What follows belongs to an exercise in optimizing a design on an open flow for small area, a short achievable clock period and few clock cycles per item; a production flow would make more cautious choices. Only simulation tests tie the RTL to the original design; equivalence was not proved.

== exp/nickel ==
==> flow/design.v (excerpt) <==
module snow3g_f9hash (
    input  wire        clk,
    input  wire        rst,           
    input  wire        start_valid,
    output wire        start_ready,
    input  wire [63:0] p,
    input  wire [63:0] q,
    input  wire [31:0] z5,
    input  wire [15:0] len,           
    input  wire        blk_valid,
    output wire        blk_ready,
    input  wire [63:0] blk,
    output wire        res_valid,
    input  wire        res_ready,
    output wire [63:0] eval,
    output wire [31:0] maci
);
    localparam [2:0] ST_IDLE = 3'd0;    
    localparam [2:0] ST_BLK  = 3'd1;    
    localparam [2:0] ST_FIN1 = 3'd2;    
    localparam [2:0] ST_FIN2 = 3'd3;    
    localparam [2:0] ST_FW0  = 3'd4;    
    localparam [2:0] ST_FW1  = 3'd5;    
    function [63:0] gf_sq(input [63:0] a);
        reg [127:0] t;
        integer i;
        begin
            t = 128'd0;
            for (i = 0; i < 64; i = i + 1)
                t[2 * i] = a[i];
            for (i = 126; i >= 64; i = i - 1)
                if (t[i])
                    t[i - 64 +: 5] = t[i - 64 +: 5] ^ 5'h1B;
            gf_sq = t[63:0];
        end
    endfunction
    reg [2:0]   state;
    reg [63:0]  x;              
    reg [63:0]  k_r;            
    reg [278:0] mid;            
    reg [63:0]  p_r, q_r;
    reg [31:0]  z5_r;
    reg [15:0]  len_r;
    reg [10:0]  blocks_left;    
    reg         need;           
    reg         slot;           
    reg         fresh1, fresh2; 
    reg         ev1, ev;        
    reg         rv;             
    reg [63:0]  eval_r;
    reg [31:0]  z5_o;           
    wire [278:0] mid_n;
    wire [63:0]  prod;
    gf64mul_s1 u_s1 (.a(x), .b(k_r), .m(mid_n));
    gf64mul_s2 u_s2 (.m(mid), .r(prod));
    wire [63:0] prod_c = (fresh1 | fresh2) ? 64'd0 : prod;
    wire [63:0] p_sq   = gf_sq(p_r);
    wire [10:0] n_blocks = {1'b0, len[15:6]} + {10'd0, |len[5:0]};
    reg         last_blk;       
    wire [5:0]  tail     = len_r[5:0];
    wire [63:0] tailmask = (tail == 6'd0) ? {64{1'b1}} : ~({64{1'b1}} >> tail);
    wire [63:0] blk_m    = last_blk ? (blk & tailmask) : blk;
    reg sr_r, br_r;
    wire go = sr_r && (state != ST_IDLE);    
    assign start_ready = sr_r;
    assign blk_ready   = br_r;
    assign res_valid   = rv;
  ...
For scale: about 340 I/O pins.
export LEC_CHECK = 0
export CAP_MARGIN = 20
export CORE_MARGIN = 2
export CORE_UTILIZATION = 40
export PLACE_DENSITY = 0.6
export SETUP_SLACK_MARGIN = 2.4
export SLEW_MARGIN = 20
create_clock -name core_clock -period 5.0 [get_ports {clk}]
standard.sh (not shown) runs the stock make flow with config.mk's settings and CLKGATE_MAP_FILE= SYNTH_SCRIPT=/design/flow/synth_recipe.tcl, a recipe that flattens the netlist after the stock synthesis.
==> flow/flow/run.sh <==
#!/bin/bash
# The standard layout (the standard.sh: ORFS with the standard synthesis),
# with one change: the buffers that buffer_ports puts on every input and output
# port are sky130_fd_sc_hd__buf_1 instead of the delay cell
# sky130_fd_sc_hd__clkdlybuf4s50_1 that the resizer picks by default.
# The full output of the make run goes to flow_make.log in the work folder;
# each ORFS step also keeps its own log under orfs/logs/.
set -euo pipefail
export BUFFER_PORTS_ARGS="-buffer_cell sky130_fd_sc_hd__buf_1"
bash standard.sh finish > flow_make.log 2>&1
Testbench counts of exp/nickel, summed over its fixed seeds: cycles 1,921, blocks 1,787.
[inputs] exp/indigo vs exp/nickel
- CTS_CLUSTER_SIZE now 20, previously not set
- SETUP_SLACK_MARGIN now 2.25, was 2.4
- CTS_CLUSTER_DIAMETER now 60, previously not set
[summary]
- Lower final instance area was reported by exp/indigo, not exp/nickel.
- Summary — count of antenna diodes in the layout, exp/indigo relative to exp/nickel: lower, by 2.
Input-level comparison between exp/garnet and exp/indigo:
- CTS_CLUSTER_SIZE removed (was 20)
- SETUP_SLACK_MARGIN changed from 2.25 to 2.0
- CTS_CLUSTER_DIAMETER removed (was 60)
exp/garnet: all stages complete, timing, DRC and antenna checks passed. On number of non-clock inverters, exp/garnet and exp/indigo are neck and neck. Comparing exp/garnet and exp/indigo, the higher met3 layer wire length in the routed design was measured on exp/indigo. Non-clock buffer count was lower in exp/garnet than in exp/indigo. Compared with exp/indigo, exp/garnet shows a higher critical-path maximum fanout. Looking at via count across both flows, exp/garnet is the stronger of the two, with exp/indigo trailing.

-- afterwards: timing with drivers on the ports --
No port has a modelled driver above. Below, the same layouts with a new extraction and two added sets of constraints.
Step 1, drivers: a clkbuf_16 drives clk and a buf_2 each remaining input, both assumed.
Step 2 moves the port delays by t, midway between the first and last clock arrival at a register: inputs arrive t later, outputs are due t later. That takes back most of the time a late clock gives input paths.
Three values: ideal ports, drivers, drivers and shift; two values: the first two.
run | t, ns | slack for setup (ns) | worst slew at a driven data input, ns
exp/nickel | 0.804 | 2.147 / 2.147 / 1.758 | 0.07
exp/indigo | 0.788 | 2.111 / 2.111 / 1.547 | 0.07
exp/garnet | 0.808 | 1.836 / 1.836 / 1.461 | 0.07
After both steps setup and hold are still met in every run listed. For exp/indigo, which loses most, drivers alone change the setup slack by 0.000 ns; drivers and shift together by -0.564 ns.
